This is an optimization exercise on Yosys and OpenROAD, whose aim is small area, not a production implementation.
At most, simulation tests tie the RTL to the original design; equivalence was not proved.
No functional check of the RTL was part of runs 1 and 2.
No driver is modelled on the clock port, so clocking that relies on it looks cheaper here than on a real chip.
No activity file was given, so power comes from the tool's default toggle rates.

`flow/design.v`:
```
module irtx (
    input  wire        clk,
    input  wire        rst,         
    input  wire        cmd_valid,
    input  wire [39:0] cmd_word,
    input  wire [3:0]  trig,
    output wire        ir_out,
    output wire        busy,
    output wire        cmd_ready
);
    reg        bsy;
    reg        s;        
    reg [5:0]  p;        
    reg [31:0] c;
    wire       fr = ~(p[5] & p[4] & ~p[3]);    
    wire [4:0] lt = c[31:27];
    wire       g1 = c[26];   
    wire       tab = c[25];  
    wire lt0 = (lt == 5'd0);
    wire lt1 = (lt == 5'd1);
    assign ir_out    = bsy & ~s & (lt0 | lt[4] | (lt[3] & lt[2] & lt[1]));
    assign busy      = bsy;
    assign cmd_ready = ~bsy;
    wire [7:0]  op = cmd_word[39:32];
    wire        az = (cmd_word[31:16] == 16'd0);
    wire        bz = (cmd_word[15:0] == 16'd0);
    wire        bk = (cmd_word[15:2] == 14'd0);
    wire d_carr  = (op[7:1] == 7'b0001000) & az & ~bz;
    wire d_space = (op == 8'h20) & ~(az & bz);
    wire d_tx    = (op[7:1] == 7'b0011000);
    wire d_sendk = (op == 8'h40) & az & bk;
    wire t_any   = |trig;
    wire [1:0] t_k = trig[0] ? 2'd0 : trig[1] ? 2'd1 : trig[2] ? 2'd2 : 2'd3;
    wire go    = cmd_valid ? (d_carr | d_space | d_tx | d_sendk) : t_any;
    wire acc   = ~bsy & ~rst & go;
    wire sendk = cmd_valid ? d_sendk : 1'b1;
    wire [1:0] k = cmd_valid ? cmd_word[1:0] : t_k;
    wire frn   = sendk | d_tx;
    wire g1n   = sendk ? (k == 2'd2) : op[0];
    wire [31:0] ld;
    assign ld[1:0]   = k;
    assign ld[6:2]   = cmd_word[6:2];
    assign ld[15:7]  = frn ? (g1n ? 9'd96 : 9'd346) : cmd_word[15:7];
    assign ld[23:16] = cmd_word[23:16];
    assign ld[24]    = d_tx ? cmd_word[7] : cmd_word[24];
    assign ld[25]    = d_space ? cmd_word[25] : sendk;
    assign ld[26]    = d_space ? cmd_word[26] : g1n;
    assign ld[31:27] = frn ? 5'd0 : cmd_word[31:27];
    wire plain = ~fr & s;
    wire pls   = ~plain;
    wire       b0 = ~fr & (plain | lt1);
    wire [7:0] lo = {1'b0, c[6:0]} - {7'd0, b0};
    wire       b7 = fr ? lt1 : lo[7];
    wire [9:0] hn = {1'b0, c[15:7]} - {9'd0, b7};
    wire       b16 = plain & hn[9];
    wire [11:0] mn = {1'b0, c[26:16]} - {11'd0, b16};
    wire       b27 = pls | mn[11];
    wire [4:0] ln0 = lt - {4'd0, b27};
    wire [4:0] ln  = (pls & lt0) ? (g1 ? 5'd24 : 5'd25) : ln0;
    wire [31:0] dec = {ln, mn[10:0], hn[8:0], lo[6:0]};
    wire zl  = (c[6:1] == 6'd0);
    wire zh  = (c[15:8] == 8'd0);
    wire zm  = (c[26:16] == 11'd0);
    wire fin = fr ? (c[7] & zh & lt1)
                  : (c[0] & zl & ~c[7] & zh & (s ? (zm & lt0) : lt1));
    wire last = g1 ? (s & p[2] & p[0] & ~p[4])
                   : (~s & p[5] & ~p[0]);
    wire nxc = fin & fr & ~last;
    wire [5:0] pn = s ? p : ((g1 & p[4] & p[2] & p[1]) ? 6'd0 : p + 6'd1);
    wire k0 = c[0], k1 = c[1];
    wire [7:0] ta = {k1, 1'b0, k1, 2'b00, ~(k1 & ~k0), 1'b0, k1};
    wire [7:0] tc = {2'b00, k1 & k0, k1, k1 & k0, k1, ~k1, k0 ^ k1};
    wire [7:0] fv = tab ? (p[4] ? tc : ta) : (p[4] ? {c[24], c[6:0]} : c[23:16]);
    wire bit_ = fv[p[2:0]] ^ p[3];
    wire st_ms = p[5] & p[0];
    reg [8:0] hk;
    reg [4:0] lk;
    always @(*) begin
        lk = 5'd0;
        if (s) begin
            hk = g1 ? (bit_ ? 9'd48 : 9'd24) : 9'd22;
        end else if (g1) begin
            hk = 9'd24;                   
        end else if (st_ms) begin
            hk = 9'd174; lk = 5'd2;       
        end else if (bit_) begin
            hk = 9'd65;  lk = 5'd22;      
        end else begin
            hk = 9'd22;  lk = 5'd16;      
        end
    end
    always @(posedge clk) begin
        if (rst)
            bsy <= 1'b0;
        else if (acc)
            bsy <= 1'b1;
        else if (fin & ~nxc)
            bsy <= 1'b0;
        if (acc) begin
            s  <= d_space & cmd_valid;
            p  <= {~(g1n & frn), ~(g1n & frn), {4{frn}}};
            c  <= ld;
        end else begin
            c <= dec;
            if (nxc) begin
                s <= ~s;
                p <= pn;
                c[15:7]  <= hk;
                c[31:27] <= lk;
            end
        end
    end
endmodule
```
`flow/flow/run.sh`:
```
#!/bin/bash
# Layout flow: the standard synthesis, then its combinational logic
# re-mapped by ABC with area-oriented scripts (the smallest of their results is
# kept; every register of the standard synthesis is kept as it is: same
# instance, name and cell type), then the standard floorplan-to-finish
# steps, with the port buffers made of the smallest buffer cell and the clock
# tree made by flow/clkbuf.tcl. Each tool writes its full output to a log here.
set -euo pipefail
R=orfs/results/$FLOW_PLATFORM/irtx/base
LIB=$FLOW_HOME/platforms/$FLOW_PLATFORM/lib/sky130_fd_sc_hd__tt_025C_1v80.lib
YOSYS=$(command -v yosys || echo "$FLOW_HOME/../tools/install/yosys/bin/yosys")

# 1. standard synthesis
bash standard.sh synth > synth.log 2>&1
cp $R/1_2_yosys.v std_1_2_yosys.v

# 2. re-map the combinational logic; registers are black boxes
python3 flow/mkmodels.py "$LIB" models.v > mkmodels.log 2>&1
DU=$(sed 's/^/-dont_use /' flow/dont_use.txt | tr '\n' ' ')
best=""; best_area=""
for s in flow/area*.abc; do
  n=$(basename $s .abc)
  if "$YOSYS" -l resyn_$n.log -p "read_verilog models.v; read_verilog std_1_2_yosys.v; \
      hierarchy -top $FLOW_TOP; flatten; opt -purge; techmap; opt -purge; \
      abc -script $PWD/$s -liberty $LIB $DU; \
      splitnets; opt_clean -purge; \
      hilomap -singleton -hicell sky130_fd_sc_hd__conb_1 HI -locell sky130_fd_sc_hd__conb_1 LO; \
      insbuf -buf sky130_fd_sc_hd__buf_1 A X; opt_clean -purge; \
      select -module $FLOW_TOP; write_verilog -noattr -nohex -nodec -selected resyn_$n.v; \
      tee -o resyn_$n.stat stat -liberty $LIB" > resyn_$n.out 2>&1; then
    a=$(awk '/Chip area/ {print $NF}' resyn_$n.stat)
    echo "$n $a" >> resyn_areas.txt
    if [[ -n "$a" ]] && { [[ -z "$best_area" ]] || awk -v x="$a" -v y="$best_area" 'BEGIN{exit !(x < y)}'; }; then
      best=$n; best_area=$a
    fi
  fi
done
echo "kept $best $best_area" >> resyn_areas.txt
if [[ -n "$best" ]]; then
  cp resyn_$best.v $R/1_2_yosys.v
  rm -f $R/1_synth.odb $R/1_synth.sdc
fi

# 3. the rest of the standard flow
bash standard.sh "BUFFER_PORTS_ARGS=-buffer_cell sky130_fd_sc_hd__buf_1" \
  "PRE_CTS_TCL=$PWD/flow/clkbuf.tcl" finish > make.log 2>&1
```
`flow/flow/area1.abc`:
```
strash
balance
 rewrite
 refactor
 balance
 rewrite
 rewrite -z
 balance
 refactor -z
 rewrite -z
 balance
balance
 resub -K 6
 rewrite
 resub -K 6 -N 2
 refactor
 resub -K 8
 balance
 resub -K 8 -N 2
 rewrite
 resub -K 10
 rewrite -z
 resub -K 10 -N 2
 balance
 resub -K 12
 refactor -z
 resub -K 12 -N 2
 rewrite -z
 balance
balance -l
 resub -K 6 -l
 rewrite -l
 resub -K 6 -N 2 -l
 refactor -l
 resub -K 8 -l
 balance -l
 resub -K 8 -N 2 -l
 rewrite -l
 resub -K 10 -l
 rewrite -z -l
 resub -K 10 -N 2 -l
 balance -l
 resub -K 12 -l
 refactor -z -l
 resub -K 12 -N 2 -l
 rewrite -z -l
 balance -l
&get -n
&dch -f
&nf -a -R 1000
&put
```
`flow/flow/area2.abc`:
```
strash
balance
 rewrite
 refactor
 balance
 rewrite
 rewrite -z
 balance
 refactor -z
 rewrite -z
 balance
balance
 resub -K 6
 rewrite
 resub -K 6 -N 2
 refactor
 resub -K 8
 balance
 resub -K 8 -N 2
 rewrite
 resub -K 10
 rewrite -z
 resub -K 10 -N 2
 balance
 resub -K 12
 refactor -z
 resub -K 12 -N 2
 rewrite -z
 balance
balance -l
 resub -K 6 -l
 rewrite -l
 resub -K 6 -N 2 -l
 refactor -l
 resub -K 8 -l
 balance -l
 resub -K 8 -N 2 -l
 rewrite -l
 resub -K 10 -l
 rewrite -z -l
 resub -K 10 -N 2 -l
 balance -l
 resub -K 12 -l
 refactor -z -l
 resub -K 12 -N 2 -l
 rewrite -z -l
 balance -l
&get -n
&dch -f
&nf -a -R 1000
&put
strash
balance -l
 resub -K 6 -l
 rewrite -l
 resub -K 6 -N 2 -l
 refactor -l
 resub -K 8 -l
 balance -l
 resub -K 8 -N 2 -l
 rewrite -l
 resub -K 10 -l
 rewrite -z -l
 resub -K 10 -N 2 -l
 balance -l
 resub -K 12 -l
 refactor -z -l
 resub -K 12 -N 2 -l
 rewrite -z -l
 balance -l
&get -n
&dch -f
&nf -a -R 1000
&put
```
`flow/flow/area3.abc`:
```
strash
balance
 rewrite
 refactor
 balance
 rewrite
 rewrite -z
 balance
 refactor -z
 rewrite -z
 balance
balance
 resub -K 6
 rewrite
 resub -K 6 -N 2
 refactor
 resub -K 8
 balance
 resub -K 8 -N 2
 rewrite
 resub -K 10
 rewrite -z
 resub -K 10 -N 2
 balance
 resub -K 12
 refactor -z
 resub -K 12 -N 2
 rewrite -z
 balance
balance -l
 resub -K 6 -l
 rewrite -l
 resub -K 6 -N 2 -l
 refactor -l
 resub -K 8 -l
 balance -l
 resub -K 8 -N 2 -l
 rewrite -l
 resub -K 10 -l
 rewrite -z -l
 resub -K 10 -N 2 -l
 balance -l
 resub -K 12 -l
 refactor -z -l
 resub -K 12 -N 2 -l
 rewrite -z -l
 balance -l
&get -n
&dch
&nf -a -R 1000
&put
```
`flow/flow/area4.abc`:
```
strash
balance
 rewrite
 refactor
 balance
 rewrite
 rewrite -z
 balance
 refactor -z
 rewrite -z
 balance
balance
 resub -K 6
 rewrite
 resub -K 6 -N 2
 refactor
 resub -K 8
 balance
 resub -K 8 -N 2
 rewrite
 resub -K 10
 rewrite -z
 resub -K 10 -N 2
 balance
 resub -K 12
 refactor -z
 resub -K 12 -N 2
 rewrite -z
 balance
balance -l
 resub -K 6 -l
 rewrite -l
 resub -K 6 -N 2 -l
 refactor -l
 resub -K 8 -l
 balance -l
 resub -K 8 -N 2 -l
 rewrite -l
 resub -K 10 -l
 rewrite -z -l
 resub -K 10 -N 2 -l
 balance -l
 resub -K 12 -l
 refactor -z -l
 resub -K 12 -N 2 -l
 rewrite -z -l
 balance -l
&get -n
&dch -f
&nf -a -R 1000 -E 1000
&put
```
`flow/flow/area5.abc`:
```
strash
&get -n
&syn2
&syn3
&dch -f
&nf -a -R 1000
&put
```
`flow/flow/area6.abc`:
```
strash
balance
 rewrite
 refactor
 balance
 rewrite
 rewrite -z
 balance
 refactor -z
 rewrite -z
 balance
balance
 resub -K 6
 rewrite
 resub -K 6 -N 2
 refactor
 resub -K 8
 balance
 resub -K 8 -N 2
 rewrite
 resub -K 10
 rewrite -z
 resub -K 10 -N 2
 balance
 resub -K 12
 refactor -z
 resub -K 12 -N 2
 rewrite -z
 balance
balance -l
 resub -K 6 -l
 rewrite -l
 resub -K 6 -N 2 -l
 refactor -l
 resub -K 8 -l
 balance -l
 resub -K 8 -N 2 -l
 rewrite -l
 resub -K 10 -l
 rewrite -z -l
 resub -K 10 -N 2 -l
 balance -l
 resub -K 12 -l
 refactor -z -l
 resub -K 12 -N 2 -l
 rewrite -z -l
 balance -l
&get -n
&dch -f
&nf -a
&put
```
`flow/flow/clkbuf.tcl`:
```
# Run before CTS: the register clock pins are split by position into NB
# groups; the clock port drives one clock buffer per group, which drives the
# group's clock pins. CTS is then told to leave those nets as they are.
set nb 2
set cell sky130_fd_sc_hd__clkbuf_16
set block [ord::get_db_block]
set clknet [$block findNet clk]
set master [[ord::get_db] findMaster $cell]
set sinks {}
foreach it [$clknet getITerms] {
  set bb [[$it getInst] getBBox]
  lappend sinks [list $it [$bb xMin] [$bb yMin]]
}
set sinks [lsort -integer -index 1 $sinks]
set n [llength $sinks]
set skip [list clk]
for {set g 0} {$g < $nb} {incr g} {
  set lo [expr {$g * $n / $nb}]; set hi [expr {($g + 1) * $n / $nb}]
  set inst [odb::dbInst_create $block $master clkroot_buf_$g]
  set net [odb::dbNet_create $block clk_root_$g]
  $net setSigType CLOCK
  set xs 0; set ys 0
  foreach s [lrange $sinks $lo [expr {$hi - 1}]] {
    set it [lindex $s 0]
    set xs [expr {$xs + [lindex $s 1]}]; set ys [expr {$ys + [lindex $s 2]}]
    $it disconnect
    $it connect $net
  }
  [$inst findITerm A] connect $clknet
  [$inst findITerm X] connect $net
  set k [expr {$hi - $lo}]
  $inst setLocation [expr {$xs / $k}] [expr {$ys / $k}]
  $inst setPlacementStatus PLACED
  lappend skip clk_root_$g
}
puts "clock buffers: $nb x $cell for $n clock pins"
set_cts_config -skip_nets $skip
```
`flow/flow/dont_use.txt`:
```
sky130_fd_sc_hd__probe_p_8
sky130_fd_sc_hd__probec_p_8
sky130_fd_sc_hd__lpflow_bleeder_1
sky130_fd_sc_hd__lpflow_clkbufkapwr_1
sky130_fd_sc_hd__lpflow_clkbufkapwr_16
sky130_fd_sc_hd__lpflow_clkbufkapwr_2
sky130_fd_sc_hd__lpflow_clkbufkapwr_4
sky130_fd_sc_hd__lpflow_clkbufkapwr_8
sky130_fd_sc_hd__lpflow_clkinvkapwr_1
sky130_fd_sc_hd__lpflow_clkinvkapwr_16
sky130_fd_sc_hd__lpflow_clkinvkapwr_2
sky130_fd_sc_hd__lpflow_clkinvkapwr_4
sky130_fd_sc_hd__lpflow_clkinvkapwr_8
sky130_fd_sc_hd__lpflow_decapkapwr_12
sky130_fd_sc_hd__lpflow_decapkapwr_3
sky130_fd_sc_hd__lpflow_decapkapwr_4
sky130_fd_sc_hd__lpflow_decapkapwr_6
sky130_fd_sc_hd__lpflow_decapkapwr_8
sky130_fd_sc_hd__lpflow_inputiso0n_1
sky130_fd_sc_hd__lpflow_inputiso0p_1
sky130_fd_sc_hd__lpflow_inputiso1n_1
sky130_fd_sc_hd__lpflow_inputiso1p_1
sky130_fd_sc_hd__lpflow_inputisolatch_1
sky130_fd_sc_hd__lpflow_isobufsrc_1
sky130_fd_sc_hd__lpflow_isobufsrc_16
sky130_fd_sc_hd__lpflow_isobufsrc_2
sky130_fd_sc_hd__lpflow_isobufsrc_4
sky130_fd_sc_hd__lpflow_isobufsrc_8
sky130_fd_sc_hd__lpflow_isobufsrckapwr_16
sky130_fd_sc_hd__lpflow_lsbuf_lh_hl_isowell_tap_1
sky130_fd_sc_hd__lpflow_lsbuf_lh_hl_isowell_tap_2
sky130_fd_sc_hd__lpflow_lsbuf_lh_hl_isowell_tap_4
sky130_fd_sc_hd__lpflow_lsbuf_lh_isowell_4
sky130_fd_sc_hd__lpflow_lsbuf_lh_isowell_tap_1
sky130_fd_sc_hd__lpflow_lsbuf_lh_isowell_tap_2
sky130_fd_sc_hd__lpflow_lsbuf_lh_isowell_tap_4
```
`flow/flow/mkmodels.py`:
```
# Write Verilog functional models of the combinational cells of a liberty
# file, and blackbox stubs of its sequential cells.
import re, sys
lib = open(sys.argv[1]).read()
out = open(sys.argv[2], 'w')
def conv(f):
    f = f.replace('!', '~').replace('*', '&').replace('+', '|')
    # liberty uses space or juxtaposition for AND in some libs; sky130 uses & |
    f = re.sub(r'\)\s*\(', ') & (', f)
    return f
pos = 0
cells = re.finditer(r'\n\s*cell\s*\(\s*"?([\w]+)"?\s*\)\s*\{', lib)
starts = [(m.group(1), m.start()) for m in cells]
for i, (name, st) in enumerate(starts):
    en = starts[i + 1][1] if i + 1 < len(starts) else len(lib)
    body = lib[st:en]
    pins = re.findall(r'\n\s*pin\s*\(\s*"?(\w+)"?\s*\)\s*\{(.*?)\n\s{8}\}', body, re.S)
    seq = re.search(r'\b(ff|latch|statetable)\s*\(', body) is not None
    ins, outs = [], []
    seen = set()
    for pn, pb in pins:
        if pn in seen: continue
        seen.add(pn)
        d = re.search(r'direction\s*:\s*"?(\w+)"?', pb)
        if not d: continue
        fn = re.search(r'\bfunction\s*:\s*"([^"]*)"', pb)
        if d.group(1) == 'input': ins.append(pn)
        elif d.group(1) == 'output': outs.append((pn, fn.group(1) if fn else None))
    if not outs: continue
    ports = ins + [o for o, _ in outs]
    if seq or any(f is None for _, f in outs):
        out.write('(* blackbox *)\nmodule %s(%s);\n' % (name, ', '.join(ports)))
        for p in ins: out.write('  input %s;\n' % p)
        for o, _ in outs: out.write('  output %s;\n' % o)
        out.write('endmodule\n')
    else:
        out.write('module %s(%s);\n' % (name, ', '.join(ports)))
        for p in ins: out.write('  input %s;\n' % p)
        for o, f in outs: out.write('  output %s;\n  assign %s = %s;\n' % (o, o, conv(f)))
        out.write('endmodule\n')
```
`flow/standard.sh`:
```
#!/bin/bash
# synth_recipe.tcl (not shown) runs the flow's synth.tcl, then flattens the netlist and writes it again
# the make line also repeats each setting of config.mk as NAME=value (left out here)
make -C /OpenROAD-flow-scripts/flow DESIGN_CONFIG=/design/flow/config.mk WORK_HOME=/design/flow/orfs CLKGATE_MAP_FILE= SYNTH_SCRIPT=/design/flow/synth_recipe.tcl "${@:-finish}"
```
`flow/config.mk`:
```
export PLATFORM = sky130hd
export DESIGN_NAME = irtx
export DESIGN_NICKNAME = irtx
export VERILOG_FILES = /design/flow/design.v
export SDC_FILE = /design/flow/constraint.sdc
export NUM_CORES = 4
export LEC_CHECK = 0
export CAP_MARGIN = 20
export CORE_MARGIN = 2
export CORE_UTILIZATION = 40
export SLEW_MARGIN = 20
```
`flow/constraint.sdc`:
```
create_clock -name core_clock -period 10.0 [get_ports {clk}]
set_input_delay 2.0000 -clock core_clock [delete_from_list [all_inputs] [get_ports {clk}]]
set_output_delay 2.0000 -clock core_clock [all_outputs]
set_load 0.01 [all_outputs]
```
==> results of run 1 <==
## power by group
part / internal, mW / switching, mW / total [mW] / leakage (nW)
logic: 0.0705 / 0.0783 / 0.149 / 0.617
clock network: 0.0365 / 0.0439 / 0.0804 / 0.0246
registers: 0.204 / 0.0504 / 0.255 / 0.342
## metrics by stage
stage / hold WS [ps] / power [mW] / std cells
2_1_floorplan: 469 / 0.356 / 327
3_3_place_gp: 496 / 0.404 / 452
3_5_place_dp: 490 / 0.403 / 452
4_1_cts: 494 / 0.465 / 454
5_1_grt: 523 / 0.518 / 454
6_report: 504 / 0.484 / 454
## final cells by class
type	instances	area share [%]
Multi-Input combinational cell	281	56.3
Sequential cell	40	31.0
Timing Repair Buffer	50	6.82
Tap cell	75	3.34
Buffer	2	1.78
Inverter	6	0.802
## metal layers
metal | part of all wire [%] | vias to the layer above
met3 | 6.3 | 6
met1 | 48 | 1230
met2 | 44 | 86
met5 | 0 | -
met4 | 1.1 | 0
li1 | - | 1338
## flip-flops by register name, summed over array words and instances (netlist names)
name  cells
bsy       1
s         1
p         6
c        32
## worst register-to-register path, cell delays in order (launching register included)
cell,delay (ps)
dfxtp_1,350
or3_1,410
nor3b_1,390
nor2_1,120
or3_1,460
nor3_1,400
nand2_1,180
a21o_1,300
or4_1,590
or2_0,310
or3_1,400
nor3_1,350
nand3_1,180
nor2_1,190
nor2_1,100
or3_1,360
o21ai_0,170
a21oi_1,90
a21o_1,160
## cells in the final DEF, fill, tap and decap left out, drive strengths merged, types with 2 or more instances in the layout
master	n
a211oi	3
a21o	5
a21oi	21
a221oi	4
a22o	2
a22oi	3
a31oi	10
and2	3
and3	2
buf	50
clkbuf	2
clkinv	6
dfxtp	33
edfxtp	7
mux2i	4
nand2	32
nand2b	6
nand3	18
nand3b	2
nand4	2
nor2	49
nor2b	2
nor3	12
nor4	13
o21a	3
o21ai	32
o22ai	2
o31ai	6
or2	4
or3	10
or4	4
xnor2	11
xor2	5
## worst min path at each step
stage	slack (ps)	start	depth (start not counted)	endpoint
after global placement	500	c[13]	2	c[13]
after CTS	490	c[13]	2	c[13]
after detailed placement	490	c[4]	2	c[4]
after global routing	520	c[13]	2	c[13]
final	500	c[13]	2	c[13]
after floorplan	470	c[13]	2	c[13]
==> metrics.cfg, run 1 <==
[route]
avgRoutedWirePerCell_um=17.1
vias=2660
drt_pass1_iterations=5
wl_um=7740
drc=0
viasPerCell=5.86
postRouteAntennaNets=0
drt_iter0_drc=206

[critical_path]
crit_path_frequent_cell=or3_1
critPathLaunch=c[29]
path_max_fanout=9
path_buf_inv=0
critPathLaunchType=flip-flop
worst_setup_path_end_kind=flip-flop
cpPeakStageDelay_ps=590
timing.rr.end=c[30]
cp_slowest_cell=or4_1
r2r.worst_path.cells=18
r2r_start=c[29]
path_delay_family=simple AND/OR/NAND/NOR gates
endpoint=c[30]
arrival_ps=5650
worstSetupPathType=reg -> reg
required_ps=10060
crit_path_cell_trace=or3_1, nor3b_1, nor2_1, or3_1, nor3_1, nand2_1, a21o_1, or4_1, or2_0, or3_1, nor3_1, nand3_1, nor2_1, nor2_1, or3_1, o21ai_0, a21oi_1, a21o_1
worst-path-stages=18
regToRegSetupSlack_ps=4400

[global_routing]
gr-usage-met3_pct=0.978
grt_usage_pct=23.2
busiest_layer=met2
antenna_found_initial=0
grt_pass1_vias=2416
grt_pass1_wl_um=12300
grt_max_degree=37
met2_usage_pct=37.7
grt_overflow_total=0
met1_usage_pct=35.1

[final_layout]
multiInputGateArea_um2=1580
area_delta_synth_final_pct=13.6
finish.utilization_pct=47.2
fin_nets=428
drive_gt1_share_pct=0.792
design_area_um2=2810
regArea_um2=871
fillers=634
diodes=0

[timing]
finClkSkew_ps=6.39
slew-limit-headroom_pct=39.9
period_share_pct=56.0
fin_crit_ps=5600
fin_ws_ps=4400
slew_viol_final=0
rsz0062_at_grt=false
final-hold-violation-count=0
fmax_ghz=0.179
tightest_slew_ps=891
setup_violations=0
tns_ps=0

[power_and_ir_drop]
power_density_nw_per_um2=172
peakVddDrop_mv=0.111
p_leak_nw=0.983

[placement]
dp_hpwl_um=6150
place_area_um2=2760
port_buffers=49
pre_cts_slack_ps=4470
gp_congestion=0.901

[floorplan]
core-area_um2=5960
die_w_um=82.6
start_util_pct=41.5
io_pins=50
die_area_um2=6830
rows=28
die_h_um=82.6

[synth]
syn_inst=327
synth_fp_nets=374
yosys_warnings=1
syn_area_per_cell_um2=7.56
synth_area_um2=2470

[clocking]
cts_hold_buf=0
cts.repair.resized=0
clk_pin_slew_worst_paths_ps=90
postCtsSetupBuffers=0
clk_latency_ps=150

[job]
cap_viol_max_count=0

[min_path]
hold_path_class=reg -> reg

[status]
status=complete, no violations

==> run 2, diff against run 1 <==
--- a/flow/flow/clkbuf.tcl
+++ b/flow/flow/clkbuf.tcl
@@ -1,8 +1,8 @@
 # Run before CTS: the register clock pins are split by position into NB
 # groups; the clock port drives one clock buffer per group, which drives the
 # group's clock pins. CTS is then told to leave those nets as they are.
-set nb 2
-set cell sky130_fd_sc_hd__clkbuf_16
+set nb 3
+set cell sky130_fd_sc_hd__clkbuf_8
 set block [ord::get_db_block]
 set clknet [$block findNet clk]
 set master [[ord::get_db] findMaster $cell]
==> metrics.cfg, run 2 <==
[status]
status=complete, no violations  ; unchanged

[global_routing]
grt_pass1_wl_um=12400  ; was 12300 um
grt_usage_pct=23.3  ; was 23.2%
grt_max_degree=37  ; unchanged
antenna_found_initial=0  ; unchanged
grt_pass1_vias=2428  ; was 2416
grt_overflow_total=0  ; unchanged

[synth]
syn_area_per_cell_um2=7.56  ; unchanged
syn_inst=327  ; unchanged
synth_area_um2=2470  ; unchanged
synth_fp_nets=374  ; unchanged
yosys_warnings=1  ; unchanged

[route]
avgRoutedWirePerCell_um=17.2  ; was 17.1 um
drt_iter0_drc=195  ; was 206
viasPerCell=5.96  ; was 5.86
drc=0  ; unchanged
drt_pass1_iterations=5  ; unchanged
wl_um=7830  ; was 7740 um
vias=2711  ; was 2660
postRouteAntennaNets=0  ; unchanged

[placement]
gp_congestion=0.901  ; unchanged
place_area_um2=2760  ; unchanged
dp_hpwl_um=6150  ; unchanged
port_buffers=49  ; unchanged

[timing]
fmax_ghz=0.178  ; was 0.179 GHz
final-hold-violation-count=0  ; unchanged
tns_ps=0  ; unchanged
rsz0062_at_grt=false  ; unchanged
slew_viol_final=0  ; unchanged
fin_crit_ps=5600  ; about the same
setup_violations=0  ; unchanged
finClkSkew_ps=8.85  ; was 6.39 ps
tightest_slew_ps=887  ; was 891 ps
period_share_pct=56.0  ; about the same
slew-limit-headroom_pct=40.2  ; was 39.9%

[floorplan]
start_util_pct=41.5  ; unchanged
die_h_um=82.6  ; unchanged
core-area_um2=5960  ; unchanged
die_area_um2=6830  ; unchanged
rows=28  ; unchanged
io_pins=50  ; unchanged
die_w_um=82.6  ; unchanged

[critical_path]
required_ps=10050  ; was 10060 ps
crit_path_frequent_cell=or3_1  ; unchanged
worst_setup_path_end_kind=flip-flop  ; unchanged
cpPeakStageDelay_ps=590  ; about the same
arrival_ps=5650  ; about the same
crit_path_cell_trace=or3_1, nor3b_1, nor2_1, or3_1, nor3_1, nand2_1, a21o_1, or4_1, or2_0, or3_1, nor3_1, nand3_1, nor2_1, nor2_1, or3_1, o21ai_0, a21oi_1, a21o_1  ; unchanged
regToRegSetupSlack_ps=4400  ; about the same
cp_slowest_cell=or4_1  ; unchanged
path_max_fanout=9  ; unchanged
worstSetupPathType=reg -> reg  ; unchanged
critPathLaunchType=flip-flop  ; unchanged

[final_layout]
diodes=0  ; unchanged
final_cell_mix=nor2_1, buf_1, dfxtp_1  ; unchanged
largestRegisters=c x32, p x6  ; unchanged
largest_reg_flops=32  ; unchanged
largest_register=c  ; unchanged
design_area_um2=2800  ; was 2810 um2
drive_gt1_share_pct=1.05  ; was 0.792%
area_delta_synth_final_pct=13.2  ; was 13.6%
fin_nets=429  ; was 428

[job]
cap_viol_max_count=0  ; unchanged

[power_and_ir_drop]
p_sw_share_pct=36.6  ; was 35.7%
power.internal_uw=302  ; was 311 uW
p_leak_nw=0.980  ; was 0.983 nW
peakVddDrop_mv=0.161  ; was 0.111 mV
combPwrFrac_pct=31.4  ; was 30.8%
total_power_uw=477  ; was 484 uW
p_switching_uw=175  ; was 173 uW
power_density_nw_per_um2=170  ; was 172 nW/um2
pwr-share-clk_pct=15.2  ; was 16.6%
p_seq_share_pct=53.4  ; was 52.6%

[min_path]
hold_path_class=reg -> reg  ; unchanged

[clocking]
cts_hold_buf=0  ; unchanged
clk_latency_ps=150  ; about the same
postCtsSetupBuffers=0  ; unchanged
clk_pin_slew_worst_paths_ps=90  ; about the same
cts.repair.resized=0  ; unchanged

## run 2: stage by stage
step                std cells  worst slack (ps)  utilization (%)  hold WS [ps]
floorplan                 327              4780                -           469
global placement          452              4530             46.3           496
finish                    455              4400             47.0           509
CTS                       455              4440             47.0           494
detailed placement        452              4470             46.3           490
global route              455              3980             47.0           523
## run 2: worst paths after layout
kind                            startpoint  endpoint  depth (start not counted)
worst min-delay path                 c[13]     c[13]                          2
worst max register to register       c[29]     c[30]                         18
worst max-delay path                 c[29]     c[30]                         18
worst min register to register       c[13]     c[13]                          2
## run 2: power by group through the flow
stage	Combinational (mW)	Clock [mW]	Sequential, mW
floorplan	0.114	0	0.242
global placement	0.148	0	0.256
detailed placement	0.147	0	0.257
CTS	0.148	0.0514	0.257
global route	0.169	0.0810	0.261
finish	0.150	0.0727	0.255
## run 2: per-layer routing
layer	up-vias	share of wire (%)	global-route usage [%]	wire, um
li1	1338	-	-	-
met1	1272	49	35.1	3840
met2	92	45	38.1	3520
met3	9	5.1	0.978	397
met4	0	1.1	2.30	84
met5	-	0	0	0
## run 2: critical path: cells and delay by family, from the launching register on
kind            cells  cell delay, ps
compound gates      4             720
flops               1             350
simple gates       14            4420
## run 2: area by class of cell
cell class	instances	area (um2)
inverters	6	22.5
well taps	75	93.8
plain buffers	3	41.3
fillers	639	3160
repair buffers	50	191
flip-flops and latches	40	871
multi-input cells	281	1580
==> run 3, diff against run 2 <==
--- a/flow/design.v
+++ b/flow/design.v
@@ -31,6 +31,7 @@
     wire d_sendk = (op == 8'h40) & az & bk;
     wire t_any   = |trig;
     wire [1:0] t_k = trig[0] ? 2'd0 : trig[1] ? 2'd1 : trig[2] ? 2'd2 : 2'd3;
+    wire sp    = cmd_valid & d_space;
     wire go    = cmd_valid ? (d_carr | d_space | d_tx | d_sendk) : t_any;
     wire acc   = ~bsy & ~rst & go;
     wire sendk = cmd_valid ? d_sendk : 1'b1;
@@ -43,8 +44,8 @@
     assign ld[15:7]  = frn ? (g1n ? 9'd96 : 9'd346) : cmd_word[15:7];
     assign ld[23:16] = cmd_word[23:16];
     assign ld[24]    = d_tx ? cmd_word[7] : cmd_word[24];
-    assign ld[25]    = d_space ? cmd_word[25] : sendk;
-    assign ld[26]    = d_space ? cmd_word[26] : g1n;
+    assign ld[25]    = sp ? cmd_word[25] : sendk;
+    assign ld[26]    = sp ? cmd_word[26] : g1n;
     assign ld[31:27] = frn ? 5'd0 : cmd_word[31:27];
     wire plain = ~fr & s;
     wire pls   = ~plain;
@@ -97,7 +98,7 @@
         else if (fin & ~nxc)
             bsy <= 1'b0;
         if (acc) begin
-            s  <= d_space & cmd_valid;
+            s  <= sp;
             p  <= {~(g1n & frn), ~(g1n & frn), {4{frn}}};
             c  <= ld;
         end else begin
==> flow/flow/run.sh (replaced) <==
#!/bin/bash
# Layout flow: the standard synthesis, then its combinational logic
# re-mapped by ABC with area-oriented scripts, some of them with ABC's deep
# synthesis (the smallest of their results is kept; every register of the standard synthesis is kept as it is: same
# instance, name and cell type), then the standard floorplan-to-finish
# steps, with the port buffers made of the smallest buffer cell and the clock
# tree made by flow/clkbuf.tcl. Each tool writes its full output to a log here.
set -euo pipefail
R=orfs/results/$FLOW_PLATFORM/irtx/base
LIB=$FLOW_HOME/platforms/$FLOW_PLATFORM/lib/sky130_fd_sc_hd__tt_025C_1v80.lib
YOSYS=$(command -v yosys || echo "$FLOW_HOME/../tools/install/yosys/bin/yosys")

# 1. standard synthesis
bash standard.sh synth > synth.log 2>&1
cp $R/1_2_yosys.v std_1_2_yosys.v

# 2. re-map the combinational logic; registers are black boxes
python3 flow/mkmodels.py "$LIB" models.v > mkmodels.log 2>&1
DU=$(sed 's/^/-dont_use /' flow/dont_use.txt | tr '\n' ' ')
resyn() {
  local s=$1 n
  n=$(basename $s .abc)
  "$YOSYS" -l resyn_$n.log -p "read_verilog models.v; read_verilog std_1_2_yosys.v; \
      hierarchy -top $FLOW_TOP; flatten; opt -purge; techmap; opt -purge; \
      abc -script $PWD/$s -liberty $LIB $DU; \
      splitnets; opt_clean -purge; \
      hilomap -singleton -hicell sky130_fd_sc_hd__conb_1 HI -locell sky130_fd_sc_hd__conb_1 LO; \
      insbuf -buf sky130_fd_sc_hd__buf_1 A X; opt_clean -purge; \
      select -module $FLOW_TOP; write_verilog -noattr -nohex -nodec -selected resyn_$n.v; \
      tee -o resyn_$n.stat stat -liberty $LIB" > resyn_$n.out 2>&1 || true
}
# ABC's deep synthesis, with a range of random seeds
mkdir -p abc
cp flow/area*.abc abc/
for seed in $(seq 1 16); do
  printf "strash\n&get -n\n&deepsyn -T 20 -S $seed\n&dch -f\n&nf -a -R 1000\n&put\n" > abc/deep$seed.abc
done
# the scripts run side by side
jobs_max=${NUM_CORES:-4}
for s in abc/*.abc; do
  while (( $(jobs -rp | wc -l) >= jobs_max )); do sleep 1; done
  resyn $s &
done
wait
best=""; best_area=""
for s in abc/*.abc; do
  n=$(basename $s .abc)
  a=$(awk '/Chip area/ {print $NF}' resyn_$n.stat 2>/dev/null || true)
  echo "$n $a" >> resyn_areas.txt
  if [[ -n "$a" ]] && { [[ -z "$best_area" ]] || awk -v x="$a" -v y="$best_area" 'BEGIN{exit !(x < y)}'; }; then
    best=$n; best_area=$a
  fi
done
echo "kept $best $best_area" >> resyn_areas.txt
if [[ -n "$best" ]]; then
  cp resyn_$best.v $R/1_2_yosys.v
  rm -f $R/1_synth.odb $R/1_synth.sdc
fi

# 3. the rest of the standard flow
bash standard.sh "BUFFER_PORTS_ARGS=-buffer_cell sky130_fd_sc_hd__buf_1" \
  "PRE_CTS_TCL=$PWD/flow/clkbuf.tcl" finish > make.log 2>&1
removed: flow/flow/area5.abc
removed: flow/flow/area6.abc
==> metrics.cfg, run 3 <==
[placement]
port_buffers=49  ; unchanged
gp_congestion=0.904  ; was 0.901
dp_hpwl_um=5830  ; was 6150 um
pre_cts_slack_ps=4720  ; was 4470 ps
dp.cells=441  ; was 452

[clocking]
cts_hold_buf=0  ; unchanged
postCtsSetupBuffers=0  ; unchanged
clk_pin_slew_worst_paths_ps=90  ; about the same
clk_latency_ps=150  ; about the same
cts.repair.resized=0  ; unchanged

[timing]
final-hold-violation-count=0  ; unchanged
fmax_ghz=0.201  ; was 0.178 GHz
rsz0062_at_grt=false  ; unchanged
period_share_pct=49.7  ; was 56.0%
finClkSkew_ps=3.19  ; was 8.85 ps
fin_crit_ps=4970  ; was 5600 ps
tns_ps=0  ; unchanged
slew-limit-headroom_pct=54.4  ; was 40.2%
slew_viol_final=0  ; unchanged
setup_violations=0  ; unchanged
fin_ws_ps=5030  ; was 4400 ps
tightest_slew_ps=682  ; was 887 ps

[floorplan]
core-area_um2=5890  ; was 5960 um2
die_area_um2=6660  ; was 6830 um2
die_w_um=81.6  ; was 82.6 um
start_util_pct=40.9  ; was 41.5%
rows=28  ; unchanged
io_pins=50  ; unchanged
die_h_um=81.6  ; was 82.6 um

[final_layout]
area_delta_synth_final_pct=13.3  ; was 13.2%
diodes=0  ; unchanged
fillers=627  ; was 639
largest_reg_flops=32  ; unchanged
layout_commonest_cell=buf_1
drive_gt1_share_pct=1.08  ; was 1.05%
largest_register=c  ; unchanged
layout.cells.non_filler=444  ; was 455
final_cell_mix=buf_1, nor2_1, nand2_1  ; was nor2_1, buf_1, dfxtp_1
largestRegisters=c x32, p x6  ; unchanged
fin_nets=418  ; was 429

[critical_path]
critPathLaunchType=primary input  ; was flip-flop
required_ps=9800  ; was 10050 ps
path_max_fanout=12  ; was 9
worstSetupPathType=in -> reg  ; was reg -> reg
worst_setup_path_end_kind=flip-flop  ; unchanged
arrival_ps=4760  ; was 5650 ps

[route]
drt_iter0_drc=196  ; was 195
viasPerCell=5.84  ; was 5.96
vias=2592  ; was 2711
drt_pass1_iterations=4  ; was 5
avgRoutedWirePerCell_um=16.8  ; was 17.2 um
drc=0  ; unchanged
wl_um=7440  ; was 7830 um
postRouteAntennaNets=0  ; unchanged

[global_routing]
antenna_found_initial=0  ; unchanged
grt_pass1_vias=2453  ; was 2428
grt_usage_pct=23.2  ; was 23.3%
grt_max_degree=37  ; unchanged
grt_pass1_wl_um=12400  ; about the same
grt_overflow_total=0  ; unchanged

[status]
status=complete, no violations  ; unchanged

[synth]
synth_area_um2=2410  ; was 2470 um2
synth_fp_nets=364  ; was 374
syn_inst=317  ; was 327
syn_area_per_cell_um2=7.60  ; was 7.56 um2
yosys_warnings=1  ; unchanged

[power_and_ir_drop]
power_density_nw_per_um2=171  ; was 170 nW/um2
p_leak_nw=0.918  ; was 0.980 nW
peakVddDrop_mv=0.0977  ; was 0.161 mV

[job]
cap_viol_max_count=0  ; unchanged

[min_path]
hold_path_class=reg -> reg  ; unchanged

## run 3: where the power goes
part,switching [mW],internal [mW]
Clock,0.0455,0.0278
Sequential,0.0468,0.203
Combinational,0.0776,0.0671
## run 3: routing by layer
layer	share of wire [%]	up-vias	GRT usage [%]
met5	0	-	0
met4	1.0	0	3.33
met3	6.0	6	2.09
met2	46	87	38.4
met1	47	1206	33.5
li1	-	1293	-
## run 3: layout make-up
type                    count  area, um2  share of cell area (%)
flip-flops and latches     40        871                    31.9
plain buffers               3       41.3                    1.51
inverters                   8       30.0                    1.10
multi-input cells         269       1510                    55.3
well taps                  75       93.8                    3.44
repair buffers             49        184                    6.74
## run 3: path summary, 6_finish.rpt
path                start  endpoint  slack, ps  cells after the start
max          cmd_word[15]      p[2]       5030                     10
min                 c[21]     c[21]        530                      2
max reg2reg         c[31]     c[26]       5130                     17
min reg2reg         c[21]     c[21]        530                      2
## run 3: worst max-delay path: stages
cell and delay, ps:
buf_1 120, nor4_1 470, nand4_1 200, nor3_1 250
nand2b_1 150, nand2b_1 280, nand2_1 200, nand2_1 420
nor2_1 190, a21oi_1 480
## run 3: metrics by stage
step                utilization (%)  power, mW  hold slack [ps]  area, um2
global route                   46.4      0.501              562       2730
finish                         46.4      0.468              526       2730
floorplan                         -      0.347              470       2410
detailed placement             45.7      0.393              514       2690
CTS                            46.4      0.447              514       2730
global placement               45.7      0.394              507       2690
==> run 4, diff against run 3 <==
==> flow/config.mk (replaced) <==
export PLATFORM = sky130hd
export DESIGN_NAME = irtx
export DESIGN_NICKNAME = irtx
export VERILOG_FILES = /design/flow/design.v
export SDC_FILE = /design/flow/constraint.sdc
export NUM_CORES = 4
export LEC_CHECK = 0
export CAP_MARGIN = 0
export CORE_MARGIN = 2
export CORE_UTILIZATION = 65
export SLEW_MARGIN = 0
==> metrics.cfg, run 4 <==
[placement]
gp_congestion=0.957  ; was 0.904
port_buffers=49  ; unchanged
place_area_um2=2660  ; was 2690 um2
dp.cells=415  ; was 441
pre_cts_slack_ps=5030  ; was 4720 ps
dp_hpwl_um=5370  ; was 5830 um

[critical_path]
worst_setup_path_end_kind=flip-flop  ; unchanged
path_max_fanout=7  ; was 12
critPathLaunchType=flip-flop  ; was primary input
required_ps=10090  ; was 9800 ps
timing.rr.end=c[26]  ; unchanged
r2r.worst_path.cells=17  ; unchanged
r2r_start=c[31]  ; unchanged
worstSetupPathType=reg -> reg  ; was in -> reg
arrival_ps=5060  ; was 4760 ps
regToRegSetupSlack_ps=5030  ; was 5130 ps

[timing]
fmax_ghz=0.201  ; about the same
finClkSkew_ps=14.2  ; was 3.19 ps
final-hold-violation-count=0  ; unchanged
fin_crit_ps=4970  ; about the same
rsz0062_at_grt=false  ; unchanged
period_share_pct=49.7  ; about the same
slew-limit-headroom_pct=56.2  ; was 54.4%
timing.hold.ws_ps=513  ; was 526 ps
slew_viol_final=0  ; unchanged
tightest_slew_ps=654  ; was 682 ps
fin_ws_ps=5030  ; about the same
tns_ps=0  ; unchanged
setup_violations=0  ; unchanged

[status]
status=complete, no violations  ; unchanged

[synth]
syn_inst=317  ; unchanged
synth_fp_nets=364  ; unchanged
syn_area_per_cell_um2=7.60  ; unchanged
synth_area_um2=2410  ; unchanged
yosys_warnings=1  ; unchanged

[route]
avgRoutedWirePerCell_um=16.4  ; was 16.8 um
drc=0  ; unchanged
vias=2689  ; was 2592
viasPerCell=6.43  ; was 5.84
postRouteAntennaNets=0  ; unchanged
drt_pass1_iterations=5  ; was 4
drt_iter0_drc=220  ; was 196
wl_um=6880  ; was 7440 um

[final_layout]
fillers=307  ; was 627
area_delta_synth_final_pct=12.1  ; was 13.3%
layout_commonest_cell=buf_1  ; unchanged
layout.cells.non_filler=418  ; was 444
largestRegisters=c x32, p x6  ; unchanged
fin_nets=419  ; was 418
largest_reg_flops=32  ; unchanged
final_cell_mix=buf_1, nor2_1, nand2_1  ; unchanged
drive_gt1_share_pct=1.08  ; about the same
diodes=0  ; unchanged
design_area_um2=2700  ; was 2730 um2
finish.utilization_pct=74.9  ; was 46.4%
largest_register=c  ; unchanged

[global_routing]
grt_pass1_wl_um=11400  ; was 12400 um
grt_usage_pct=33.7  ; was 23.2%
antenna_found_initial=0  ; unchanged
grt_pass1_vias=2454  ; was 2453
grt_overflow_total=0  ; unchanged
grt_max_degree=36  ; was 37

[clocking]
clk_latency_ps=150  ; about the same
cts.repair.resized=0  ; unchanged
cts_hold_buf=0  ; unchanged
postCtsSetupBuffers=0  ; unchanged
clk_pin_slew_worst_paths_ps=90  ; about the same

[power_and_ir_drop]
p_leak_nw=0.922  ; was 0.918 nW
power_density_nw_per_um2=172  ; was 171 nW/um2
total_power_uw=464  ; was 468 uW
peakVddDrop_mv=0.122  ; was 0.0977 mV

[floorplan]
core-area_um2=3610  ; was 5890 um2
die_area_um2=4210  ; was 6660 um2
io_pins=50  ; unchanged
die_h_um=64.9  ; was 81.6 um
rows=22  ; was 28
start_util_pct=66.8  ; was 40.9%
die_w_um=64.9  ; was 81.6 um

[min_path]
hold_path_class=reg -> reg  ; unchanged
hold_end=c[6]  ; was c[21]
holdCritStartpoint=c[6]  ; was c[21]
holdPathStages=2  ; unchanged

[job]
cap_viol_max_count=0  ; unchanged

[run 4: worst max-delay path by stage]
stage                     depth (start not counted)          from  endpoint  slack (ps)
after detailed placement                         10  cmd_word[15]      p[5]        5030
after global routing                             17         c[31]     c[26]        4500
final                                            17         c[31]     c[26]        5030
after floorplan                                   8  cmd_word[26]      p[0]        5390
after CTS                                        10  cmd_word[15]      p[5]        5030
after global placement                           10  cmd_word[15]      p[2]        5100
[run 4: where the power goes]
part	switching [mW]	internal (mW)
clock	0.0407	0.0276
combinational	0.0771	0.0673
sequential	0.0479	0.203
[run 4: cell type report]
class | count | area (um2) | share of cell area [%]
sequential | 40 | 871 | 32.2
buffer | 3 | 41.3 | 1.53
timing repair buffer | 50 | 191 | 7.08
inverter | 8 | 30.0 | 1.11
tap | 48 | 60.1 | 2.22
multi-input combinational | 269 | 1510 | 55.8
[run 4: metal layers]
metal  part of all wire [%]  global-route usage [%]  vias to the layer above
met2                     45                    57.5                      171
met4                    1.7                    4.79                        0
li1                       -                       -                     1292
met5                      0                       0                        -
met3                     11                    4.17                       16
met1                     42                    46.9                     1210
[run 4: critical path, stage by stage, from the launching register on]
cell	delay [ps]
dfxtp_1	360
nand2b_1	150
nor4_1	490
o21ai_0	240
or2_0	360
nor3_1	500
nand2_1	230
nand2_1	120
nand2_1	160
or4_1	550
nor3_1	300
nand2b_1	170
nor3_1	260
nand2b_1	180
or4_1	480
o21ai_0	170
a21oi_1	60
a21oi_1	140
==> run 5, diff against run 4 <==
--- a/flow/flow/clkbuf.tcl
+++ b/flow/flow/clkbuf.tcl
@@ -1,7 +1,7 @@
 # Run before CTS: the register clock pins are split by position into NB
 # groups; the clock port drives one clock buffer per group, which drives the
 # group's clock pins. CTS is then told to leave those nets as they are.
-set nb 3
+set nb 2
 set cell sky130_fd_sc_hd__clkbuf_8
 set block [ord::get_db_block]
 set clknet [$block findNet clk]
--- a/flow/config.mk
+++ b/flow/config.mk
@@ -7,5 +7,5 @@
 export LEC_CHECK = 0
 export CAP_MARGIN = 0
 export CORE_MARGIN = 2
-export CORE_UTILIZATION = 65
+export CORE_UTILIZATION = 80
 export SLEW_MARGIN = 0
==> metrics.cfg, run 5 <==
[status]
status=stopped before the end  ; was complete, no violations
failed_stage=3_1_place_gp_skip_io
error_line=[ERROR GPL-0301] Utilization 100.630 % exceeds 100%.

[floorplan]
rows=19  ; was 22
start_util_pct=85.9  ; was 66.8%
die_h_um=58.9  ; was 64.9 um
die_w_um=58.9  ; was 64.9 um

[synth]
synth_area_um2=2410  ; unchanged
synth_fp_nets=364  ; unchanged
syn_area_per_cell_um2=7.60  ; unchanged
syn_inst=317  ; unchanged
yosys_warnings=1  ; unchanged

==> run 6, diff against run 5 <==
--- a/flow/design.v
+++ b/flow/design.v
@@ -97,7 +97,7 @@
             bsy <= 1'b1;
         else if (fin & ~nxc)
             bsy <= 1'b0;
-        if (acc) begin
+        if (~bsy) begin
             s  <= sp;
             p  <= {~(g1n & frn), ~(g1n & frn), {4{frn}}};
             c  <= ld;
--- a/flow/flow/clkbuf.tcl
+++ b/flow/flow/clkbuf.tcl
@@ -1,7 +1,7 @@
 # Run before CTS: the register clock pins are split by position into NB
 # groups; the clock port drives one clock buffer per group, which drives the
 # group's clock pins. CTS is then told to leave those nets as they are.
-set nb 2
+set nb 3
 set cell sky130_fd_sc_hd__clkbuf_8
 set block [ord::get_db_block]
 set clknet [$block findNet clk]
--- a/flow/config.mk
+++ b/flow/config.mk
@@ -7,5 +7,5 @@
 export LEC_CHECK = 0
 export CAP_MARGIN = 0
 export CORE_MARGIN = 2
-export CORE_UTILIZATION = 80
+export CORE_UTILIZATION = 65
 export SLEW_MARGIN = 0
==> metrics.cfg, run 6 <==
[timing]
setup_violations=0
rsz0062_at_grt=false
slew-limit-headroom_pct=29.4
fmax_ghz=0.163
slew_viol_final=0
period_share_pct=61.5
tns_ps=0
finClkSkew_ps=8.53
tightest_slew_ps=1050
fin_crit_ps=6150
fin_ws_ps=3850
final-hold-violation-count=0

[route]
viasPerCell=6.41
wl_um=6950
drc=0
drt_iter0_drc=408
postRouteAntennaNets=0
avgRoutedWirePerCell_um=16.7
drt_pass1_iterations=6
vias=2673

[clocking]
cts_hold_buf=0
postCtsSetupBuffers=0
clk_pin_slew_worst_paths_ps=90
cts.repair.resized=0
clk_latency_ps=150

[floorplan]
start_util_pct=66.4  ; was 85.9%
io_pins=50
die_area_um2=4180
die_w_um=64.7  ; was 58.9 um
die_h_um=64.7  ; was 58.9 um
core-area_um2=3610
rows=22  ; was 19

[power_and_ir_drop]
p_sw_share_pct=34.0
p_seq_share_pct=56.1
combPwrFrac_pct=25.7
p_switching_uw=132
p_leak_nw=0.894
power.internal_uw=256
peakVddDrop_mv=0.123
power_density_nw_per_um2=144
pwr-share-clk_pct=18.2

[final_layout]
final_cell_mix=nor2_1, buf_1, nand2_1
largest_reg_flops=32
area_delta_synth_final_pct=12.2
fin_nets=418
regArea_um2=871
largestRegisters=c x32, p x6
layout_commonest_cell=nor2_1
drive_gt1_share_pct=1.36
diodes=0
multiInputGateArea_um2=1490
largest_register=c
fillers=295

[placement]
pre_cts_slack_ps=4000
gp_congestion=0.930
port_buffers=49
dp_hpwl_um=5450

[global_routing]
grt_max_degree=31
grt_pass1_vias=2338
grt_overflow_total=0
antenna_found_initial=0
grt_pass1_wl_um=11100
grt_usage_pct=33.7

[status]
status=complete, no violations  ; was stopped before the end

[synth]
synth_fp_nets=363  ; was 364
synth_area_um2=2390  ; was 2410 um2
yosys_warnings=1  ; unchanged
syn_area_per_cell_um2=7.57  ; was 7.60 um2
syn_inst=316  ; was 317

[critical_path]
critPathLaunch=c[29]
worst_setup_path_end_kind=flip-flop
path_max_fanout=5
worstSetupPathType=reg -> reg
arrival_ps=6230
required_ps=10090
critPathLaunchType=flip-flop
r2r_start=c[29]

[min_path]
holdCritStartpoint=c[4]
hold_path_class=reg -> reg

[job]
cap_viol_max_count=0

run 6: critical path, cell delays in order (launching register included):
cell      delay (ps)
dfxtp_1          340
or3_1            410
nor2_1           220
nand2_1          120
o31a_1           350
nor3_1           380
nand2_1          160
or2_0            320
nor3_1           220
nor2_1           100
or2_0            300
nor3_1           270
nand2b_1         120
or2_0            290
nor3_1           290
nand2b_1         180
nor3_1           350
nand2_1          140
or2_0            290
nor2_1           110
nor2_1            60
or2_0            280
or3_1            360
a221o_1          340
nand3_1           80
run 6: metrics by stage:
stage / hold WS, ps / cell area, um2 / power, mW / instances / util, %
2_1_floorplan: 469 / 2390 / 0.280 / 316 / -
3_3_place_gp: 508 / 2650 / 0.313 / 414 / 73.4
3_5_place_dp: 504 / 2650 / 0.317 / 414 / 73.4
4_1_cts: 504 / 2690 / 0.369 / 417 / 74.5
5_1_grt: 557 / 2690 / 0.405 / 417 / 74.5
6_report: 524 / 2690 / 0.388 / 417 / 74.5
run 6: layout make-up:
class,instances,area share [%]
well taps,48,2.24
inverters,8,1.12
plain buffers,3,1.54
repair buffers,50,7.13
multi-input cells,268,55.6
flip-flops and latches,40,32.4
run 6: worst paths after layout:
path                            endpoint  slack [ps]  depth (start not counted)
worst min register to register      c[4]         520                          2
worst max register to register     c[29]        3850                         24
worst max-delay path               c[29]        3850                         24
worst min-delay path                c[4]         520                          2
run 6: per-layer routing:
metal / global-route usage (%) / vias to the layer above / wire length [um] / share of wire, %
li1: - / 1282 / - / -
met1: 45.8 / 1198 / 2920 / 42
met2: 55.6 / 168 / 3170 / 46
met3: 4.69 / 25 / 662 / 9.5
met4: 10.6 / 0 / 201 / 2.9
met5: 0 / - / 0 / 0
run 6: power by group through the flow:
stage | Clock [mW] | Sequential (mW) | Combinational (mW)
final | 0.0706 | 0.217 | 0.0996
after global routing | 0.0737 | 0.220 | 0.111
after CTS | 0.0514 | 0.220 | 0.0976
after detailed placement | 0 | 0.219 | 0.0972
after global placement | 0 | 0.218 | 0.0950
after floorplan | 0 | 0.211 | 0.0685
==> run 7, diff against run 6 <==
--- a/flow/design.v
+++ b/flow/design.v
@@ -12,7 +12,7 @@
     reg        s;        
     reg [5:0]  p;        
     reg [31:0] c;
-    wire       fr = ~(p[5] & p[4] & ~p[3]);    
+    wire       fr = ~(p[5] & p[4] & ~p[0]);    
     wire [4:0] lt = c[31:27];
     wire       g1 = c[26];   
     wire       tab = c[25];  
@@ -73,7 +73,7 @@
     wire [7:0] tc = {2'b00, k1 & k0, k1, k1 & k0, k1, ~k1, k0 ^ k1};
     wire [7:0] fv = tab ? (p[4] ? tc : ta) : (p[4] ? {c[24], c[6:0]} : c[23:16]);
     wire bit_ = fv[p[2:0]] ^ p[3];
-    wire st_ms = p[5] & p[0];
+    wire st_ms = p[5];    
     reg [8:0] hk;
     reg [4:0] lk;
     always @(*) begin
@@ -99,7 +99,7 @@
             bsy <= 1'b0;
         if (~bsy) begin
             s  <= sp;
-            p  <= {~(g1n & frn), ~(g1n & frn), {4{frn}}};
+            p  <= {~(g1n & frn), ~(g1n & frn), 3'b111, frn};
             c  <= ld;
         end else begin
             c <= dec;
==> metrics.cfg, run 7 <==
[global_routing]
grt_pass1_vias=2412  ; was 2338
grt_pass1_wl_um=11300  ; was 11100 um
grt_max_degree=42  ; was 31
grt_usage_pct=34.4  ; was 33.7%
grt_overflow_total=0  ; unchanged
antenna_found_initial=0  ; unchanged

[job]
cap_viol_max_count=0  ; unchanged

[critical_path]
regToRegSetupSlack_ps=4940  ; was 3850 ps
timing.rr.end=c[23]  ; was c[29]
worst_setup_path_end_kind=flip-flop  ; unchanged
crit_path_cell_trace=nor2b_1, and3_1, nand2_1, a21oi_1, and2_0, nand2_1, or2_0, nor3_1, nor2_1, or2_0, nor4_1, nand2b_1, or3_1, or3_1, o21ai_0, a31oi_1  ; was or3_1, nor2_1, nand2_1, o31a_1, nor3_1, nand2_1, or2_0, nor3_1, nor2_1, or2_0, nor3_1, nand2b_1, or2_0, nor3_1, nand2b_1, nor3_1, nand2_1, or2_0, nor2_1, nor2_1, or2_0, or3_1, a221o_1, nand3_1
r2r.worst_path.cells=16  ; was 24
r2r_start=p[4]  ; was c[29]
cpPeakStageDelay_ps=630  ; was 410 ps
critPathLaunchType=flip-flop  ; unchanged
worstSetupPathType=reg -> reg  ; unchanged
arrival_ps=5090  ; was 6230 ps
required_ps=10020  ; was 10090 ps
cp_slowest_cell=nor4_1  ; was or3_1
critPathLaunch=p[4]  ; was c[29]
path_max_fanout=14  ; was 5

[timing]
setup_violations=0  ; unchanged
period_share_pct=50.6  ; was 61.5%
finClkSkew_ps=7.68  ; was 8.53 ps
final-hold-violation-count=0  ; unchanged
slew-limit-headroom_pct=52.3  ; was 29.4%
rsz0062_at_grt=false  ; unchanged
slew_viol_final=0  ; unchanged
fin_crit_ps=5060  ; was 6150 ps
timing.hold.ws_ps=526  ; was 524 ps
fin_ws_ps=4940  ; was 3850 ps
fmax_ghz=0.198  ; was 0.163 GHz
tns_ps=0  ; unchanged
tightest_slew_ps=709  ; was 1050 ps

[final_layout]
diodes=0  ; unchanged
multiInputGateArea_um2=1510  ; was 1490 um2
regArea_um2=841  ; was 871 um2
fin_nets=425  ; was 418
largest_reg_flops=32  ; unchanged
drive_gt1_share_pct=1.06  ; was 1.36%
largestRegisters=c x32, p x6  ; unchanged
fillers=287  ; was 295
area_delta_synth_final_pct=12.2  ; about the same
final_cell_mix=buf_1, nor2_1, nand2_1  ; was nor2_1, buf_1, nand2_1
layout_commonest_cell=buf_1  ; was nor2_1
largest_register=c  ; unchanged

[min_path]
holdPathStages=2  ; unchanged
holdCritStartpoint=c[12]  ; was c[4]
hold_path_class=reg -> reg  ; unchanged
hold_end=c[12]  ; was c[4]

[clocking]
postCtsSetupBuffers=0  ; unchanged
clk_pin_slew_worst_paths_ps=90  ; about the same
cts.repair.resized=0  ; unchanged
clk_latency_ps=150  ; about the same
cts_hold_buf=0  ; unchanged

[floorplan]
die_area_um2=4160  ; was 4180 um2
die_h_um=64.5  ; was 64.7 um
start_util_pct=69.6  ; was 66.4%
core-area_um2=3420  ; was 3610 um2
rows=21  ; was 22
die_w_um=64.5  ; was 64.7 um
io_pins=50  ; unchanged

[route]
vias=2748  ; was 2673
drt_pass1_iterations=6  ; unchanged
postRouteAntennaNets=0  ; unchanged
drc=0  ; unchanged
viasPerCell=6.51  ; was 6.41
drt_iter0_drc=280  ; was 408
wl_um=7050  ; was 6950 um
avgRoutedWirePerCell_um=16.7  ; about the same

[synth]
yosys_warnings=1  ; unchanged
synth_fp_nets=370  ; was 363
syn_inst=323  ; was 316
syn_area_per_cell_um2=7.36  ; was 7.57 um2
synth_area_um2=2380  ; was 2390 um2

[placement]
gp_congestion=0.933  ; was 0.930
dp_hpwl_um=5390  ; was 5450 um
pre_cts_slack_ps=5150  ; was 4000 ps
port_buffers=49  ; unchanged

[power_and_ir_drop]
power_density_nw_per_um2=138  ; was 144 nW/um2
p_seq_share_pct=56.5  ; was 56.1%
power.internal_uw=246  ; was 256 uW
p_leak_nw=0.901  ; was 0.894 nW
p_sw_share_pct=33.3  ; was 34.0%
pwr-share-clk_pct=19.2  ; was 18.2%
peakVddDrop_mv=0.109  ; was 0.123 mV
combPwrFrac_pct=24.3  ; was 25.7%
p_switching_uw=123  ; was 132 uW

[status]
status=complete, no violations  ; unchanged

==> run 7: cell type report <==
| type | instances | area share (%) |
|---|---|---|
| Buffer | 3 | 1.55 |
| Timing Repair Buffer | 50 | 7.18 |
| Multi-Input combinational cell | 275 | 56.5 |
| Sequential cell | 40 | 31.5 |
| Tap cell | 46 | 2.16 |
| Inverter | 8 | 1.13 |
==> run 7: power groups by stage <==
stage,combinational (mW),sequential [mW],clock (mW)
2_1_floorplan,0.0591,0.205,0
3_3_place_gp,0.0854,0.210,0
3_5_place_dp,0.0861,0.210,0
4_1_cts,0.0870,0.211,0.0514
5_1_grt,0.0994,0.210,0.0742
6_report,0.0898,0.208,0.0707
==> run 7: worst max path at each step <==
stage | end | slack, ps | depth (start not counted)
after CTS | c[23] | 5110 | 16
after detailed placement | c[23] | 5150 | 16
after floorplan | c[23] | 5700 | 16
after global routing | c[23] | 4490 | 16
final | c[23] | 4940 | 16
after global placement | c[23] | 5350 | 16
==> run 7: critical path, delay by kind of cell, from the launching register on <==
family	cells	cell delay, ps
simple gates	13	3790
flops	1	620
compound gates	3	510
==> run 7: stage by stage <==
step           util, %  power (mW)  std cells  cell area [um2]
4_1_cts           78.1       0.349        422             2670
2_1_floorplan        -       0.264        323             2380
5_1_grt           78.1       0.384        422             2670
3_3_place_gp      76.9       0.295        419             2630
6_report          78.1       0.369        422             2670
3_5_place_dp      76.9       0.297        419             2630
==> run 7: layer usage <==
layer	share of wire, %	vias to the layer above	global-route usage (%)
met4	2.8	0	9.04
li1	-	1305	-
met5	0	-	0
met1	43	1263	47.4
met2	44	162	58.1
met3	9.7	18	3.13
==> run 8, diff against run 7 <==
--- a/flow/flow/run.sh
+++ b/flow/flow/run.sh
@@ -32,7 +32,7 @@
 # ABC's deep synthesis, with a range of random seeds
 mkdir -p abc
 cp flow/area*.abc abc/
-for seed in $(seq 1 16); do
+for seed in $(seq 1 48); do
   printf "strash\n&get -n\n&deepsyn -T 20 -S $seed\n&dch -f\n&nf -a -R 1000\n&put\n" > abc/deep$seed.abc
 done
 # the scripts run side by side
==> metrics.cfg, run 8 <==
[final_layout]
multiInputGateArea_um2=1500  ; was 1510 um2
finish.utilization_pct=77.8  ; was 78.1%
layout_commonest_cell=buf_1  ; unchanged
final_cell_mix=buf_1, nor2_1, dfxtp_1  ; was buf_1, nor2_1, nand2_1
design_area_um2=2660  ; was 2670 um2
regArea_um2=841  ; unchanged
fillers=284  ; was 287
largest_register=c  ; unchanged
area_delta_synth_final_pct=12.3  ; was 12.2%
layout.cells.non_filler=415  ; was 422
largest_reg_flops=32  ; unchanged
diodes=0  ; unchanged
largestRegisters=c x32, p x6  ; unchanged
fin_nets=418  ; was 425
drive_gt1_share_pct=1.08  ; was 1.06%

[route]
viasPerCell=6.62  ; was 6.51
drt_pass1_iterations=5  ; was 6
wl_met3_um=683  ; was 681 um
wl_met2_um=3100  ; was 3130 um
vias=2747  ; was 2748
avgRoutedWirePerCell_um=16.7  ; about the same
drc=0  ; unchanged
drt_iter0_drc=341  ; was 280
wl_um=6930  ; was 7050 um
postRouteAntennaNets=0  ; unchanged
top_layer=met4  ; unchanged
wl_met1_um=2900  ; was 3040 um

[min_path]
hold_path_class=reg -> reg  ; unchanged
holdCritStartpoint=c[23]  ; was c[12]

[synth]
syn_inst=316  ; was 323
syn_area_per_cell_um2=7.49  ; was 7.36 um2
synth_area_um2=2370  ; was 2380 um2
yosys_warnings=1  ; unchanged
synth_fp_nets=363  ; was 370

[critical_path]
worst_setup_path_end_kind=flip-flop  ; unchanged
r2r_start=p[4]  ; unchanged
path_max_fanout=12  ; was 14
critPathLaunchType=flip-flop  ; unchanged
arrival_ps=5430  ; was 5090 ps
critPathLaunch=p[4]  ; unchanged
regToRegSetupSlack_ps=4600  ; was 4940 ps
required_ps=10030  ; was 10020 ps
worstSetupPathType=reg -> reg  ; unchanged

[timing]
finClkSkew_ps=9.78  ; was 7.68 ps
period_share_pct=54.0  ; was 50.6%
rsz0062_at_grt=false  ; unchanged
setup_violations=0  ; unchanged
tightest_slew_ps=967  ; was 709 ps
fmax_ghz=0.185  ; was 0.198 GHz
timing.hold.ws_ps=532  ; was 526 ps
tns_ps=0  ; unchanged
slew_viol_final=0  ; unchanged
slew-limit-headroom_pct=35.0  ; was 52.3%
fin_crit_ps=5400  ; was 5060 ps
final-hold-violation-count=0  ; unchanged

[placement]
place_area_um2=2620  ; was 2630 um2
dp_hpwl_um=5090  ; was 5390 um
port_buffers=49  ; unchanged
dp.cells=412  ; was 419
gp_congestion=0.913  ; was 0.933

[clocking]
clk_pin_slew_worst_paths_ps=100  ; was 90 ps
clk_latency_ps=150  ; about the same
postCtsSetupBuffers=0  ; unchanged
cts.repair.resized=0  ; unchanged
cts_hold_buf=0  ; unchanged

[power_and_ir_drop]
pwr-share-clk_pct=19.4  ; was 19.2%
power_density_nw_per_um2=138  ; about the same
p_switching_uw=121  ; was 123 uW
peakVddDrop_mv=0.124  ; was 0.109 mV
combPwrFrac_pct=24.0  ; was 24.3%
p_seq_share_pct=56.6  ; was 56.5%
p_sw_share_pct=33.1  ; was 33.3%
power.internal_uw=245  ; was 246 uW
p_leak_nw=0.897  ; was 0.901 nW

[global_routing]
antenna_found_initial=0  ; unchanged
grt_max_degree=47  ; was 42
grt_pass1_wl_um=11500  ; was 11300 um
grt_overflow_total=0  ; unchanged
grt_pass1_vias=2492  ; was 2412
grt_usage_pct=34.0  ; was 34.4%

[floorplan]
die_h_um=64.3  ; was 64.5 um
io_pins=50  ; unchanged
core-area_um2=3420  ; unchanged
rows=21  ; unchanged
start_util_pct=69.3  ; was 69.6%
die_area_um2=4140  ; was 4160 um2
die_w_um=64.3  ; was 64.5 um

[job]
cap_viol_max_count=0  ; unchanged

[status]
status=complete, no violations  ; unchanged

-- run 8: area by class of cell --
type                       instances  share of cell area (%)
multi-input combinational        269                    56.4
sequential                        40                    31.7
timing repair buffer              50                    7.21
tap                               46                    2.17
buffer                             3                    1.55
inverter                           7                   0.989
-- run 8: metrics by stage --
step	setup WS (ps)	power (mW)
3_3_place_gp	5110	0.291
3_5_place_dp	4810	0.293
4_1_cts	4760	0.346
2_1_floorplan	5470	0.262
5_1_grt	4220	0.382
6_report	4600	0.366
-- run 8: power groups by stage --
stage	clock network [mW]	logic, mW	registers, mW
final	0.0708	0.0878	0.207
after global routing	0.0746	0.0972	0.210
after CTS	0.0514	0.0854	0.209
after detailed placement	0	0.0842	0.209
after global placement	0	0.0830	0.208
after floorplan	0	0.0574	0.204
-- run 8: worst max-delay path, stage by stage, from the launching register on --
cell and delay, ps:
edfxtp_1 570, clkinv_1 200, nor2_1 300, nand2_1 160, or3_1 420, nor2_1 210
nand3_1 160, a21o_1 310, nor4_1 430, nand2b_1 200, nor3_1 290, nand2b_1 180
nor2_1 190, nand2_1 150, or3_1 390, nor2_1 120, nor2_1 80, or2_0 290
or3_1 370, a21oi_1 160, o21ai_0 80
-- run 8: metal layers --
metal / track usage [%] / vias to the layer above
li1: - / 1305
met1: 45.9 / 1229
met2: 57.3 / 194
met3: 2.64 / 19
met4: 12.0 / 0
met5: 0 / -
-- run 8: path summary, 6_finish.rpt --
path / endpoint / cells past startpoint
worst max register to register: c[30] / 20
worst min register to register: c[23] / 2
worst min-delay path: c[23] / 2
worst max-delay path: c[30] / 20

## what the ideal ports hide
How much do the figures lean on ideal ports? The routed layouts below were timed once more, with nothing changed but the port constraints.
Step 1: set_driving_cell puts a clkbuf_16 on clk and a buf_2 on each other input, an assumption about the parent block.
Step 2 also shifts input and output timing later by t, the mid clock arrival at the registers, as if the neighbouring blocks saw the same clock.
Three values: no drivers, after step 1, after step 2; two values: the first two.
run | t (ns) | setup slack, ns | hold WS [ns] | worst register clock-pin slew, ns | worst slew at a driven data input, ns
run 1 | 0.197 | 4.405 / 4.405 / 4.405 | 0.504 / 0.504 / 0.504 | 0.09 / 0.09 | 0.04
run 2 | 0.199 | 4.397 / 4.397 / 4.397 | 0.509 / 0.509 / 0.509 | 0.10 / 0.10 | 0.04
run 3 | 0.196 | 5.034 / 5.059 / 4.864 | 0.526 / 0.526 / 0.526 | 0.09 / 0.09 | 0.04
run 4 | 0.192 | 5.027 / 5.027 / 4.889 | 0.513 / 0.513 / 0.513 | 0.09 / 0.09 | 0.03
run 6 | 0.197 | 3.854 / 3.854 / 3.854 | 0.524 / 0.524 / 0.524 | 0.09 / 0.09 | 0.04
run 7 | 0.196 | 4.939 / 4.939 / 4.939 | 0.526 / 0.526 / 0.526 | 0.09 / 0.09 | 0.03
run 8 | 0.194 | 4.599 / 4.599 / 4.599 | 0.532 / 0.532 / 0.532 | 0.10 / 0.10 | 0.03
After both steps setup and hold are still met in every run listed. The setup slack of run 3, which loses most, moves by +0.025 ns with the drivers and by -0.170 ns with both steps.
